This design comes from an exercise in tuning for small area, a short achievable clock period and few clock cycles on the open sky130 flow, not from production work.
Only simulation tests tie the RTL to the original design; equivalence was not proved.
Power figures rest on the tool's default switching activity, not on a simulated workload.

==> flow/design.v, too long to show whole: its modules and the start of the top module <==
// module rudp_codec: 1144 lines
module rudp_codec (
    input  wire        clk,
    input  wire        rst,
    input  wire [11:0] hb_addr,
    input  wire [31:0] hb_wdata,
    input  wire        hb_we,
    input  wire        hb_re,
    output reg  [31:0] hb_rdata,
    output wire        irq
);
  // ...
==> flow/run.sh <==
#!/bin/bash
# synth_recipe.tcl (not shown) runs the flow's synth.tcl, then flattens the netlist and writes it again
# the make line also repeats each setting of config.mk as NAME=value (left out here)
make -C /OpenROAD-flow-scripts/flow DESIGN_CONFIG=/design/flow/config.mk WORK_HOME=/design/flow/orfs CLKGATE_MAP_FILE= SYNTH_SCRIPT=/design/flow/synth_recipe.tcl finish
==> flow/config.mk <==
export PLATFORM = sky130hd
export DESIGN_NAME = rudp_codec
export DESIGN_NICKNAME = rudp_codec
export VERILOG_FILES = /design/flow/design.v
export SDC_FILE = /design/flow/constraint.sdc
export NUM_CORES = 4
export LEC_CHECK = 0
export CAP_MARGIN = 20
export CORE_MARGIN = 2
export CORE_UTILIZATION = 45
export SETUP_SLACK_MARGIN = 4
export SLEW_MARGIN = 20
export TNS_END_PERCENT = 5
==> flow/constraint.sdc <==
create_clock -name core_clock -period 10.0 [get_ports {clk}]
set_input_delay 2.0000 -clock core_clock [delete_from_list [all_inputs] [get_ports {clk}]]
set_output_delay 2.0000 -clock core_clock [all_outputs]
set_load 0.01 [all_outputs]
==> impl_metrics.json, run 1 <==
{
  "status": "finished clean",
  "synth_commonest_cells": "edfxtp_1 (993), nand2_1 (550), mux2_2 (448)",
  "max-cap-violations": 0,
  "drt-total-wl_mm": 287.1,
  "finalSetupTns_ps": 0,
  "critPathArrivalTime_ps": 7150,
  "seq_share_pct": 44.29,
  "area_share_nonclk_buffers_pct": 5.513,
  "drtIter0Drc": 8125,
  "dp_hpwl_mm": 213.8,
  "preCtsSetupSlack_ps": 1869,
  "rsz0062_at_grt": "yes",
  "vdd_drop_max_uv": 111.4,
  "cts_tree": "done",
  "leakage_nw": 25.90,
  "multi_input_area_sq_um": 28790,
  "worstHoldStart": "dec_seqno[6]",
  "dpl-instance-area_sq_um": 66020,
  "holdPathStages": 2,
  "wl_met2_mm": 118.7,
  "largest_register": "g_cb.q",
  "finalNetCount": 5164,
  "grt_use_met2_pct": 56.83,
  "dp.cells": 6282,
  "vias_per_cell": 6.541,
  "area_growth_pct": 16.73,
  "final_cell_mix": "edfxtp_1 (993), nand2_1 (530), mux2_2 (448), fa_1 (367), inv_1 (342)",
  "ff2ff_path_depth": 15,
  "gp_congestion": 1.073,
  "cp_max_fo": 10,
  "p_seq_w": 0.00504,
  "cts_buffer_depth": 3
}
Testbench counts, summed over its fixed seeds: cycles 12,675.
==> run 2: changes to the inputs <==
--- a/flow/design.v
+++ b/flow/design.v
@@ -1051,28 +1051,24 @@
         for (g = 0; g < CB_BYTES; g = g + 1) begin : g_cb
             reg [7:0] q;
             if (g == 0) begin : g_sum
                 always @(posedge clk)
                     if (enc_done)
                         q <= fsum;
                     else if (cb_host_we && wk == 0)
                         q <= hb_wdata[7:0];
-            end else if (g < 4) begin : g_hdr
+            end else begin : g_byte
+                wire       we  = cb_host_we && wk == g / 4;
+                wire       cp  = enc_go && (g < 4 || c_len[5:0] > g - 4);
+                wire [7:0] src = (g < 4) ? hdr_byte[g < 4 ? g : 1] : txbuf[8*(g < 4 ? 0 : g - 4) +: 8];
                 always @(posedge clk)
-                    if (cb_host_we && wk == 0)
-                        q <= hb_wdata[8*g +: 8];
-                    else if (enc_go)
-                        q <= hdr_byte[g];
-            end else begin : g_pay
-                always @(posedge clk)
-                    if (cb_host_we && wk == g / 4)
-                        q <= hb_wdata[8*(g % 4) +: 8];
-                    else if (enc_go && c_len[5:0] > g - 4)
-                        q <= txbuf[8*(g-4) +: 8];
+                    q <= ({8{we}} & hb_wdata[8*(g % 4) +: 8])
+                       | ({8{cp}} & src)
+                       | ({8{!(we || cp)}} & q);
             end
             assign cbuf[8*g +: 8] = q;
         end
     endgenerate
     wire len_host_we = !rst && hb_we && wa == A_CBUF_LEN && !busy;
     always @(posedge clk)
         fs_ok <= !(rst || cb_host_we || len_host_we || enc_go);
     reg [4:0] pend_set;
--- a/flow/config.mk
+++ b/flow/config.mk
@@ -5,9 +5,8 @@
 export SDC_FILE = /design/flow/constraint.sdc
 export NUM_CORES = 4
 export LEC_CHECK = 0
 export CAP_MARGIN = 20
 export CORE_MARGIN = 2
 export CORE_UTILIZATION = 45
 export SETUP_SLACK_MARGIN = 4
 export SLEW_MARGIN = 20
-export TNS_END_PERCENT = 5
==> impl_metrics.json, run 2 <==
{
  "die_y_um": 369.3,
  "fillers": 11586,
  "largest_register": "g_cb.q",
  "worst_setup_path_start_kind": "primary input",
  "hold_path_class": "reg2reg",
  "core-area_sq_um": 133000,
  "max_slew_margin_pct": 10.22,
  "total_power_w": 0.01016,
  "drive_above_1_share_pct": 19.00,
  "synth_ff_type": "dfxtp_1",
  "synth.avg_cell_area_sq_um": 11.03,
  "regToRegStartpoint": "cbuf_len[4]",
  "skew_ps": 60.32,
  "timing.fmax_ghz": 0.1525,
  "start_util_pct": 45.17,
  "fin_ws_ps": 3442,
  "finalSetupTns_ps": 0,
  "synth_commonest_cells": "nand2_1 (1347), dfxtp_1 (627), edfxtp_1 (489)",
  "path_delay_family": "multiplexers",
  "grt_pass1_vias": 47612,
  "cp_num_buf_inv": 4,
  "rows": 134,
  "syn_inst": 5444,
  "syn_nets": 5881,
  "crit_end": "hb_rdata[9]",
  "leakage_nw": 27.79,
  "largest_reg_flops": 512,
  "h-tree-depth": 3,
  "r2r-end": "fs_r[47]",
  "combPwrFrac_pct": 6.3,
  "port_buffers": 77,
  "netlist_top_cells_area": "edfxtp_1 (24%), dfxtp_1 (21%), fa_1 (12%), mux4_2 (10%), nand2_1 (8.4%)",
  "drtIter0Drc": 9476,
  "clkSinkCount": 1116,
  "cp_common_cell": "mux4_2",
  "cts_tree": "done",
  "insertion_delay_ps": 800,
  "finalCritPeriodShare_pct": 65.58,
  "synth_edf_count": 489,
  "yosysMostFrequentCell": "nand2_1",
  "p_clk_share_pct": 46.4,
  "crit_cells": 8,
  "p_seq_share_pct": 47.3,
  "timing.final.crit_period_ps": 6558,
  "preCtsSetupSlack_ps": 1930,
  "cp-end-kind": "output port",
  "grt_pass1_wl_mm": 447.1,
  "worstPathRequired_ps": 8000,
  "path_cells": "buf_16 -> buf_12 -> buf_6 -> mux4_2 -> mux4_2 -> a22oi_2 -> o21ai_2 -> buf_2",
  "netlist_area_sq_um": 60060,
  "dieArea_sq_um": 136400,
  "p_per_area_nw_per_um2": 143.1,
  "wl_per_cell_um": 45.68,
  "synth_cell_type_count": 71,
  "rsz0062_at_grt": "yes",
  "final_cell_mix": "nand2_1 (1339), dfxtp_1 (622), edfxtp_1 (489), a22oi_1 (433), fa_1 (364)",
  "slowest_delay_ps": 700,
  "antenna_found_initial": 36,
  "ant_nets": 0,
  "io_pins": 81,
  "setup_viol": 0,
  "vias": 51399,
  "synth.top_cell.area_share_pct": 24.45,
  "cp_max_fo": 6,
  "grt_overflow_total": 0,
  "drc_errors": 0,
  "yosysSeqAreaShare_pct": 45.35,
  "finalNetCount": 6119,
  "vias_per_cell": 6.786,
  "status": "finished clean",
  "dp_hpwl_mm": 264.6,
  "max-cap-violations": 0,
  "final_common_cell": "nand2_1",
  "drv_slew": 0,
  "reg2reg_slack_ps": 4000,
  "cts_root_buf": "clkbuf_16",
  "cts_buffer_depth": 3,
  "yosys.area.top_type": "edfxtp_1",
  "worstSetupPathType": "in2out",
  "top_regs": "g_cb.q: 512 flops, g_tx.q: 480 flops, fs_r: 52 flops",
  "async_flop_share_pct": 0,
  "area_growth_pct": 18.20,
  "p_int_w": 0.007660,
  "clk_pin_slew_worst_paths_ps": 60,
  "critPathArrivalTime_ps": 4560,
  "finalHoldViolCount": 0,
  "grt_max_degree": 73,
  "yosys_warnings": 1,
  "swShare_pct": 24.58,
  "cp-startpoint": "hb_addr[2]",
  "drt-total-wl_mm": 345.9,
  "firstDrtPassIters": 10,
  "holdBufCountCts": 0,
  "synth_seq_cells": 1116,
  "ff2ff_path_depth": 20,
  "gp_congestion": 1.140,
  "vdd_drop_max_uv": 171.1,
  "p_sw_w": 0.002497,
  "crit_slowest_cell": "a22oi_2",
  "worst_pin_slew_ps": 1347,
  "grtUsageTotal_pct": 50.11,
  "cts_buffers": 120,
  "die_w_um": 369.3
}
==> run 2: changes by cell type in the layout (fill, tap and decap cells not counted), moves of 63 or more <==
cell and change:
dfxtp_1 +499, a21o_1 +63, a22oi_1 +423, mux2_2 -432, edfxtp_1 -504, nand2_1 +809
==> run 2: layout make-up <==
type	instances	area, sq um	area share (%)
Antenna cell	16	40.04	0.05640
Clock buffer	171	3502	4.933
Clock inverter	59	633.1	0.8918
Inverter	336	1261	1.777
Multi-Input combinational cell	3684	31650	44.58
Sequential cell	1116	27240	38.37
Tap cell	1768	2212	3.116
Timing Repair Buffer	424	4451	6.269
==> run 2: logic make-up after synthesis <==
group,Yosys count,synth area share [%]
flip-flops,1116,45.35
XOR/XNOR,133,1.985
AND/OR/NAND/NOR,1866,13.45
multiplexers,341,11.39
AO/OA/AOI/OAI,954,11.07
buffers and inverters,645,4.064
adder cells (fa/ha/maj),389,12.69
==> run 2: metal layers <==
| metal | GRT usage, % | routed length, um |
|---|---|---|
| met2 | 68.40 | 137200 |
| met5 | 0.6410 | 333 |
| met4 | 35.97 | 32610 |
| met3 | 22.28 | 53580 |
| met1 | 62.65 | 122200 |
==> run 2: worst min-delay path by stage <==
stage | start | endpoint | cells past startpoint
after global placement | g_cb[34].q[0] | g_cb[34].q[0] | 2
after CTS | g_cb[41].q[5] | g_cb[41].q[5] | 2
after floorplan | g_cb[24].q[0] | g_cb[24].q[0] | 2
final | g_cb[41].q[5] | g_cb[41].q[5] | 2
after global routing | g_cb[37].q[0] | g_cb[37].q[0] | 2
after detailed placement | g_cb[41].q[5] | g_cb[41].q[5] | 2
==> run 2: tightest hold or removal path, stage by stage (launching register included) <==
cell     delay [ps]
dfxtp_1         320
nand2_1          50
nand2_1          40
==> run 2: what timing repair did <==
| action | in CTS | in global routing |
|---|---|---|
| resized for setup | 413 | 83 |
| cloned | 27 | 2 |
| endpoints found under the setup margin | 565 | 108 |
| setup buffers | 80 | 35 |
| pin swaps | 62 | 39 |
| endpoints found under the hold margin | 0 | 0 |
==> run 2: through the flow <==
step | utilization, % | instance area (sq um) | std cells | hold WS (ps)
after global placement | 47.97 | 63780 | 7183 | 436.0
after CTS | 52.95 | 70400 | 7521 | 447.8
after detailed placement | 47.98 | 63790 | 7184 | 439.1
after floorplan | - | 60170 | 5444 | 423.4
final | 53.39 | 70990 | 7574 | 447.1
after global routing | 53.37 | 70950 | 7559 | 462.7
==> run 2: power by group through the flow <==
stage	sequential (W)	clock, W	combinational (W)
final	0.00481	0.00471	0.000637
after global routing	0.00480	0.00488	0.000629
after CTS	0.00480	0.00469	0.000577
after detailed placement	0.00490	0	0.000468
after global placement	0.00490	0	0.000464
after floorplan	0.00488	0	0.000253
Testbench counts of run 2, summed over its fixed seeds: cycles 12,675.
==> run 3: changes to the inputs <==
--- a/flow/config.mk
+++ b/flow/config.mk
@@ -12 +12,2 @@
 export SLEW_MARGIN = 20
+export TNS_END_PERCENT = 5
==> impl_metrics.json, run 3 <==
{
  "status": "finished clean",
  "max_slew_margin_pct": 18.31,
  "worst_pin_slew_ps": 1217,
  "io_pins": 81,
  "p_per_area_nw_per_um2": 144.7,
  "gp_congestion": 1.142,
  "holdPathStages": 2,
  "drc_errors": 0,
  "worstPathRequired_ps": 8000,
  "dpl-instance-area_sq_um": 63590,
  "synth.top_cell.area_share_pct": 24.45,
  "worst_setup_path_start_kind": "primary input",
  "ff2ff_path_depth": 14,
  "netlist_area_sq_um": 60060,
  "crit_slowest_cell": "a22oi_2",
  "finalSetupTns_ps": 0,
  "crit_cells": 7,
  "die_w_um": 369.3,
  "synth_seq_cells": 1116,
  "dieArea_sq_um": 136400,
  "die_y_um": 369.3,
  "cp_max_fo": 8,
  "grtUsageTotal_pct": 49.97,
  "drv_slew": 0,
  "preCtsSetupSlack_ps": 1933,
  "grt_max_degree": 73,
  "h-tree-depth": 3,
  "cp_common_cell": "mux4_2",
  "ant_nets": 0,
  "clk_pin_slew_worst_paths_ps": 60,
  "netlist_top_cells_area": "edfxtp_1 (24%), dfxtp_1 (21%), fa_1 (12%), mux4_2 (10%), nand2_1 (8.4%)",
  "finalNetCount": 6065,
  "worstSetupPathType": "in2out",
  "clkSinkCount": 1116,
  "finalCritPeriodShare_pct": 66.23,
  "hold-worst-slack_ps": 455.7,
  "grt_pass1_wl_mm": 444.9,
  "slowest_delay_ps": 800,
  "yosysSeqAreaShare_pct": 45.35,
  "hold_path_class": "reg2reg",
  "largest_reg_flops": 512,
  "skew_ps": 74.73,
  "vias": 50805,
  "critPathArrivalTime_ps": 4620,
  "syn_inst": 5444,
  "start_util_pct": 45.17,
  "leakage_nw": 27.49,
  "yosysMostFrequentCell": "nand2_1",
  "finalHoldViolCount": 0,
  "combPwrFrac_pct": 6.0,
  "p_seq_share_pct": 47.0,
  "timing.fmax_ghz": 0.1510,
  "p_int_w": 0.007751,
  "syn_nets": 5881,
  "p_sw_w": 0.002476,
  "core-area_sq_um": 133000,
  "drtIter0Drc": 9649,
  "largest_register": "g_cb.q",
  "antenna_found_initial": 58,
  "fin_ws_ps": 3377,
  "synth_commonest_cells": "nand2_1 (1347), dfxtp_1 (627), edfxtp_1 (489)",
  "rsz0062_at_grt": "yes",
  "timing.final.crit_period_ps": 6623,
  "dp_hpwl_mm": 262.1,
  "firstDrtPassIters": 8,
  "top_regs": "g_cb.q: 512 flops, g_tx.q: 480 flops, fs_r: 52 flops",
  "yosys.area.top_type": "edfxtp_1",
  "cts_buffer_depth": 3,
  "synth_cell_type_count": 71,
  "cts_buffers": 118,
  "area_growth_pct": 17.67,
  "vias_per_cell": 6.750,
  "max-cap-violations": 0,
  "total_power_w": 0.01023,
  "grt_overflow_total": 0,
  "final_area_sq_um": 70670,
  "swShare_pct": 24.21,
  "holdBufCountCts": 0,
  "cp-end-kind": "output port",
  "wl_per_cell_um": 45.60,
  "synth_ff_type": "dfxtp_1",
  "p_clk_share_pct": 47.0,
  "cp_num_buf_inv": 3,
  "drive_above_1_share_pct": 17.95,
  "setup_viol": 0,
  "final_cell_mix": "nand2_1 (1338), dfxtp_1 (624), edfxtp_1 (489), a22oi_1 (432), fa_1 (366)",
  "cts_tree": "done",
  "grt_pass1_vias": 47021,
  "insertion_delay_ps": 810,
  "synth_edf_count": 489,
  "final_common_cell": "nand2_1",
  "path_delay_family": "multiplexers",
  "synth.avg_cell_area_sq_um": 11.03,
  "cts_root_buf": "clkbuf_16",
  "async_flop_share_pct": 0,
  "yosys_warnings": 1,
  "drt-total-wl_mm": 343.2,
  "port_buffers": 77,
  "rows": 134,
  "vdd_drop_max_uv": 165.5,
  "path_cells": "buf_16 -> buf_12 -> mux4_2 -> mux4_2 -> a22oi_2 -> o21ai_2 -> buf_2"
}
[run 3: worst min-delay path: stages, from the launching register on]
cell	delay [ps]
dfxtp_1	310
nand2_1	50
a21oi_1	50
[run 3: cell type report]
cell class | count | area [sq um]
clock buffers | 152 | 3181
multi-input cells | 3683 | 31650
inverters | 336 | 1265
repair buffers | 373 | 4008
fillers | 11750 | 62280
flip-flops and latches | 1116 | 27240
clock inverters | 74 | 1052
well taps | 1768 | 2212
diodes | 25 | 62.56
[run 3: kinds of logic after synthesis]
kind of cell	Yosys count	synth area share, %
buffers and inverters	645	4.064
XOR/XNOR	133	1.985
multiplexers	341	11.39
AND/OR/NAND/NOR	1866	13.45
adder cells (fa/ha/maj)	389	12.69
AO/OA/AOI/OAI	954	11.07
flip-flops	1116	45.35
[run 3: power by group through the flow]
stage          registers, W  logic, W  clock network [W]
6_report            0.00481  0.000613            0.00480
5_1_grt             0.00480  0.000608            0.00497
4_1_cts             0.00481  0.000580            0.00480
3_5_place_dp        0.00491  0.000469                  0
3_3_place_gp        0.00490  0.000465                  0
2_1_floorplan       0.00488  0.000253                  0
[run 3: timing repair]
item	CTS	global route
setup endpoints to repair	439	373
resized for setup	387	40
hold endpoints to repair	0	0
pin swaps	53	8
gates cloned	26	0
setup buffers	88	8
[run 3: path summary, 6_finish.rpt]
| check | start | end | slack (ps) |
|---|---|---|---|
| min | dec_flag[0] | dec_flag[0] | 460 |
| min reg2reg | dec_flag[0] | dec_flag[0] | 460 |
| max | hb_addr[2] | hb_rdata[13] | 3380 |
| max reg2reg | cbuf_len[5] | fs_r[47] | 3930 |
[run 3: routing by layer]
layer | track usage, % | wire length [um]
met1 | 62.59 | 122100
met2 | 70.28 | 139500
met3 | 19.80 | 49500
met4 | 35.16 | 31790
met5 | 0.3205 | 413
[run 3: per-stage QoR]
step	utilization (%)	std cells
global placement	47.80	7154
global route	53.11	7504
CTS	52.91	7494
floorplan	-	5444
finish	53.15	7527
detailed placement	47.83	7154
==> run 4: changes to the inputs <==
--- a/flow/config.mk
+++ b/flow/config.mk
@@ -9,3 +9,3 @@
 export CORE_MARGIN = 2
-export CORE_UTILIZATION = 45
+export CORE_UTILIZATION = 50
 export SETUP_SLACK_MARGIN = 4
==> impl_metrics.json, run 4 <==
{
  "status": "finished clean",
  "core-area_sq_um": 119500,
  "drtIter0Drc": 10498,
  "leakage_nw": 27.53,
  "firstDrtPassIters": 9,
  "rows": 127,
  "vias_per_cell": 7.092,
  "clkSinkCount": 1116,
  "holdBufCountCts": 0,
  "antenna_found_initial": 39,
  "io_pins": 81,
  "p_per_area_nw_per_um2": 144.7,
  "holdPathStages": 2,
  "syn_nets": 5881,
  "vdd_drop_max_uv": 146.2,
  "crit_slowest_cell": "o21ai_0",
  "dieArea_sq_um": 122900,
  "syn_inst": 5444,
  "dp.cells": 7007,
  "port_buffers": 77,
  "final_common_cell": "nand2_1",
  "worstPathRequired_ps": 10610,
  "finalHoldViolCount": 0,
  "drv_slew": 0,
  "area_growth_pct": 17.15,
  "max_slew_margin_pct": 19.37,
  "finalNetCount": 6084,
  "synth_commonest_cells": "nand2_1 (1347), dfxtp_1 (627), edfxtp_1 (489)",
  "netlist_top_cells_area": "edfxtp_1 (24%), dfxtp_1 (21%), fa_1 (12%), mux4_2 (10%), nand2_1 (8.4%)",
  "finalCritPeriodShare_pct": 65.59,
  "path_delay_family": "XOR/XNOR gates",
  "cp-end-kind": "flop",
  "synth_cell_type_count": 71,
  "final_cell_mix": "nand2_1 (1343), dfxtp_1 (626), edfxtp_1 (489), a22oi_1 (433), fa_1 (367)",
  "yosysMostFrequentCell": "nand2_1",
  "wl_per_cell_um": 45.54,
  "worst_pin_slew_ps": 1199,
  "synth_edf_count": 489,
  "finalSetupTns_ps": 0,
  "clk_pin_slew_worst_paths_ps": 70,
  "grt_use_met3_pct": 26.11,
  "yosys.area.top_type": "edfxtp_1",
  "cts_buffer_depth": 3,
  "fillers": 9859,
  "top_regs": "g_cb.q: 512 flops, g_tx.q: 480 flops, fs_r: 52 flops",
  "worstSetupPathType": "reg2reg",
  "synth_ff_type": "dfxtp_1",
  "die_w_um": 350.6,
  "synth.avg_cell_area_sq_um": 11.03,
  "instances_no_fill": 7389,
  "cp_max_fo": 34,
  "largest_reg_flops": 512,
  "h-tree-depth": 3,
  "grt_busiest_layer": "met2",
  "grt_pass1_vias": 47889,
  "hold_path_class": "reg2reg",
  "ant_nets": 0,
  "synth.top_cell.area_share_pct": 24.45,
  "async_flop_share_pct": 0,
  "timing.fmax_ghz": 0.1525,
  "slowest_delay_ps": 850,
  "crit_cells": 15,
  "critPathArrivalTime_ps": 7170,
  "start_util_pct": 50.26,
  "netlist_area_sq_um": 60060,
  "yosys_warnings": 1,
  "grt_pass1_wl_mm": 435.5,
  "drc_errors": 0,
  "worst_setup_path_start_kind": "flop",
  "drive_above_1_share_pct": 18.08,
  "cts_root_buf": "clkbuf_16",
  "cp_num_buf_inv": 1,
  "setup_viol": 0,
  "rsz0062_at_grt": "yes",
  "grt_use_met2_pct": 75.16,
  "largest_register": "g_cb.q",
  "die_y_um": 350.6,
  "drt-total-wl_mm": 336.5,
  "cts_buffers": 117,
  "timing.final.crit_period_ps": 6559,
  "total_power_w": 0.01018,
  "grtUsageTotal_pct": 54.29,
  "insertion_delay_ps": 790,
  "layout.area.seq_sq_um": 27240,
  "max-cap-violations": 0,
  "ff2ff_path_depth": 15,
  "gp_congestion": 1.218,
  "grt_max_degree": 73,
  "multi_input_area_sq_um": 31490,
  "cts_tree": "done",
  "use_met1_pct": 64.58,
  "skew_ps": 40.78,
  "path_cells": "nor4_2 -> buf_4 -> nand2_1 -> o21ai_0 -> fa_1 -> fa_1 -> fa_1 -> fa_1 -> xor2_1 -> xnor2_2 -> xnor2_1 -> xnor2_1 -> xnor2_1 -> xnor2_1 -> xnor3_1",
  "synth_seq_cells": 1116,
  "grt_overflow_total": 0,
  "yosysSeqAreaShare_pct": 45.35,
  "dp_hpwl_mm": 253.7,
  "vias": 52401
}
[run 4: cell counts after synthesis]
Identical to the previous run, type by type.
[run 4: routing by layer]
| metal | part of all wire, % | vias up | wire (um) |
|---|---|---|---|
| met2 | 40 | 5246 | 133200 |
| met1 | 33 | 25922 | 111500 |
| li1 | - | 19613 | - |
| met3 | 16 | 1586 | 55090 |
| met4 | 11 | 34 | 36020 |
| met5 | 0.19 | - | 652 |
[run 4: cell families (layout without fill, tap and decap cells)]
logic type	Yosys count	after routing	synth area share [%]
xor+xnor	133	133	1.985
simple gates	1866	1866	13.45
mux	341	341	11.39
flops	1116	1116	45.35
other cells	0	25	0
compound gates	954	954	11.07
fa+ha+maj	389	389	12.69
buf+inv	645	953	4.064
[run 4: timing repair]
action,4_1_cts,5_1_grt
pin swaps,52,7
setup endpoints to repair,407,168
setup buffers,86,17
gates cloned,26,3
gates resized for setup,366,22
[run 4: worst paths after layout]
path	slack, ps	from	end
max	3440	cbuf_len[6]	fs_r[47]
min	450	g_cb[38].q[6]	g_cb[38].q[6]
max reg2reg	3440	cbuf_len[6]	fs_r[47]
min reg2reg	450	g_cb[38].q[6]	g_cb[38].q[6]
[run 4: final cells by class]
type                            instances  share of cell area [%]
Clock buffer                          155                   4.672
Timing Repair Buffer                  393                   5.911
Sequential cell                      1116                   38.71
Tap cell                             1612                   2.867
Inverter                              336                   1.793
Clock inverter                         69                   1.202
Antenna cell                           25                 0.08892
Multi-Input combinational cell       3683                   44.75
[run 4: where the power goes]
part | switching, W | internal [W]
registers | 0.0000343 | 0.00477
clock network | 0.00202 | 0.00274
logic | 0.000400 | 0.000219
total | 0.00245 | 0.00772
[run 4: tightest hold or removal path: cells and delay by family, from the launching register on]
kind          cells  cell delay [ps]
flops             1              320
simple gates      2               90
[run 4: metrics by stage]
stage | setup WS, ps | utilization (%) | hold slack, ps | cell area, sq um
final | 3441 | 58.88 | 448.5 | 70360
after global routing | 3563 | 58.83 | 467.7 | 70300
after CTS | 3688 | 58.60 | 450.6 | 70020
after detailed placement | 1827 | 53.10 | 441.5 | 63450
after global placement | 1494 | 53.06 | 434.0 | 63410
after floorplan | 3983 | - | 423.4 | 60170
==> run 5: changes to the inputs <==
--- a/flow/config.mk
+++ b/flow/config.mk
@@ -7,7 +7,6 @@
 export LEC_CHECK = 0
-export CAP_MARGIN = 20
+export CAP_MARGIN = 10
 export CORE_MARGIN = 2
-export CORE_UTILIZATION = 50
+export CORE_UTILIZATION = 45
 export SETUP_SLACK_MARGIN = 4
-export SLEW_MARGIN = 20
-export TNS_END_PERCENT = 5
+export SLEW_MARGIN = 10
==> impl_metrics.json, run 5 <==
{
  "status": "finished clean",
  "hold_path_class": "reg2reg",
  "critPathArrivalTime_ps": 4520,
  "yosys.area.top_type": "edfxtp_1",
  "ant_nets": 0,
  "fillers": 11581,
  "h-tree-depth": 3,
  "core-area_sq_um": 133000,
  "max_slew_margin_pct": 18.51,
  "grtUsageTotal_pct": 50.11,
  "max-cap-violations": 0,
  "cts_buffers": 120,
  "largest_reg_flops": 512,
  "synth_seq_cells": 1116,
  "synth_cell_type_count": 71,
  "vdd_drop_max_uv": 171.8,
  "antenna_found_initial": 38,
  "drc_errors": 0,
  "synth.top_cell.area_share_pct": 24.45,
  "drt-total-wl_mm": 345.9,
  "vias": 51493,
  "yosys_warnings": 1,
  "dpl-instance-area_sq_um": 63790,
  "total_power_w": 0.01016,
  "grt_max_degree": 73,
  "largest_register": "g_cb.q",
  "fin_ws_ps": 3478,
  "io_pins": 81,
  "insertion_delay_ps": 820,
  "synth_ff_type": "dfxtp_1",
  "yosysSeqAreaShare_pct": 45.35,
  "firstDrtPassIters": 9,
  "netlist_top_cells_area": "edfxtp_1 (24%), dfxtp_1 (21%), fa_1 (12%), mux4_2 (10%), nand2_1 (8.4%)",
  "area_growth_pct": 18.18,
  "final_common_cell": "nand2_1",
  "finalCritPeriodShare_pct": 65.22,
  "worst_setup_path_start_kind": "primary input",
  "gp_congestion": 1.140,
  "timing.fmax_ghz": 0.1533,
  "clkSinkCount": 1116,
  "worstSetupPathType": "in2out",
  "finalHoldViolCount": 0,
  "synth.avg_cell_area_sq_um": 11.03,
  "syn_inst": 5444,
  "async_flop_share_pct": 0,
  "cts_buffer_depth": 3,
  "clk_pin_slew_worst_paths_ps": 60,
  "cts_tree": "done",
  "layout.area.seq_sq_um": 27240,
  "cp_max_fo": 6,
  "vias_per_cell": 6.800,
  "drive_above_1_share_pct": 18.96,
  "timing.final.crit_period_ps": 6522,
  "synth_edf_count": 489,
  "start_util_pct": 45.17,
  "grt_overflow_total": 0,
  "finalNetCount": 6119,
  "cts_root_buf": "clkbuf_16",
  "synth_commonest_cells": "nand2_1 (1347), dfxtp_1 (627), edfxtp_1 (489)",
  "setup_viol": 0,
  "yosysMostFrequentCell": "nand2_1",
  "die_y_um": 369.3,
  "leakage_nw": 27.79,
  "netlist_area_sq_um": 60060,
  "worstPathRequired_ps": 8000,
  "finalSetupTns_ps": 0,
  "rows": 134,
  "p_per_area_nw_per_um2": 143.1,
  "final_cell_mix": "nand2_1 (1339), dfxtp_1 (622), edfxtp_1 (489), a22oi_1 (433), fa_1 (364)",
  "rsz0062_at_grt": "yes",
  "multi_input_area_sq_um": 31640,
  "drtIter0Drc": 9735,
  "cp-end-kind": "output port",
  "grt_pass1_vias": 47612,
  "dieArea_sq_um": 136400,
  "dp_hpwl_mm": 264.6,
  "final_area_sq_um": 70980,
  "preCtsSetupSlack_ps": 1930,
  "holdBufCountCts": 0,
  "worst_pin_slew_ps": 1213,
  "syn_nets": 5881,
  "grt_pass1_wl_mm": 447.1,
  "drv_slew": 0,
  "port_buffers": 77,
  "wl_per_cell_um": 45.68,
  "top_regs": "g_cb.q: 512 flops, g_tx.q: 480 flops, fs_r: 52 flops",
  "skew_ps": 69.23,
  "die_w_um": 369.3
}
[run 5: cell types whose count changed in the layout (fill, tap and decap cells not counted), sizes merged, moves of 4 or more]
cell           before  now
dlygate4sd2         5    0
clkbuf            161  174
inv               339  343
bufinv             16    8
diode              25   15
clkinv             43   38
clkdlybuf4s15       9    0
buf               341  387
[run 5: final cells by class]
type                    instances  area share [%]
clock buffers                 171           4.934
well taps                    1768           3.117
inverters                     336           1.777
diodes                         15         0.05288
multi-input cells            3684           44.58
clock inverters                59          0.8920
repair buffers                424           6.270
flip-flops and latches       1116           38.38
[run 5: per-layer routing]
layer | share of wire (%) | up-vias | track usage [%]
li1 | - | 19679 | -
met1 | 35 | 25960 | 62.65
met2 | 40 | 4675 | 68.40
met3 | 16 | 1149 | 22.28
met4 | 9.5 | 30 | 35.97
met5 | 0.063 | - | 0.6410
[run 5: critical path: stages]
cell	delay (ps)
buf_16	150
buf_12	130
buf_16	130
mux4_2	620
mux4_2	520
a22oi_2	500
nand2_2	250
buf_6	180
[run 5: cell families after synthesis]
kind of cell | count (synthesis) | share of synthesized area [%]
flops | 1116 | 45.35
simple gates | 1866 | 13.45
xor+xnor | 133 | 1.985
fa+ha+maj | 389 | 12.69
buf+inv | 645 | 4.064
compound gates | 954 | 11.07
mux | 341 | 11.39
[run 5: worst paths after layout]
check                 from             to  slack, ps  cells after the start
max             hb_addr[2]   hb_rdata[17]       3480                      8
min          g_cb[40].q[5]  g_cb[40].q[5]        450                      2
max reg2reg    cbuf_len[8]       fs_r[47]       4010                     21
min reg2reg  g_cb[40].q[5]  g_cb[40].q[5]        450                      2
[run 5: stage by stage]
stage               utilization, %  hold slack, ps  instances
floorplan                        -           423.4       5444
global placement             47.97           436.0       7183
detailed placement           47.98           439.1       7184
CTS                          52.95           447.8       7521
global route                 53.36           462.7       7559
finish                       53.39           450.6       7573
[run 5: power by group]
| part | switching, W | internal (W) |
|---|---|---|
| Sequential | 0.0000363 | 0.00477 |
| Combinational | 0.000406 | 0.000230 |
| Clock | 0.00205 | 0.00266 |
[run 5: repair_timing]
| item | in CTS | in global routing |
|---|---|---|
| setup buffers | 80 | 35 |
| pin swaps | 62 | 39 |
| endpoints found under the setup margin | 565 | 120 |
| gates resized for setup | 413 | 85 |
| gates cloned | 27 | 2 |

-- port drivers added, routing unchanged --
Ports are ideal in the flow. The routed layouts listed here were re-timed in OpenROAD.
Step 1 assumes that a clkbuf_16 drives the clock port and a buf_2 every other input.
Step 2 also shifts input and output timing later by t, the mid clock arrival at the registers, as if the neighbouring blocks saw the same clock.
Slacks: no drivers / after step 1 / after step 2; pairs: no drivers / after step 1.
run	shift t [ns]	setup slack, ns	worst setup path after step 2	pins driven straight from the clock port
run 1	0.872	3.560 / 3.120 / 3.010	input to register	1
run 2	0.856	3.442 / 3.060 / 3.060	input to output	1
run 3	0.861	3.377 / 2.811 / 2.811	input to output	1
run 4	0.853	3.441 / 2.893 / 2.781	input to register	1
run 5	0.871	3.478 / 3.096 / 3.037	input to register	1
After both steps setup and hold are still met in every run listed. The setup slack of run 4, which loses most, moves by -0.548 ns with the drivers and by -0.660 ns with both steps.
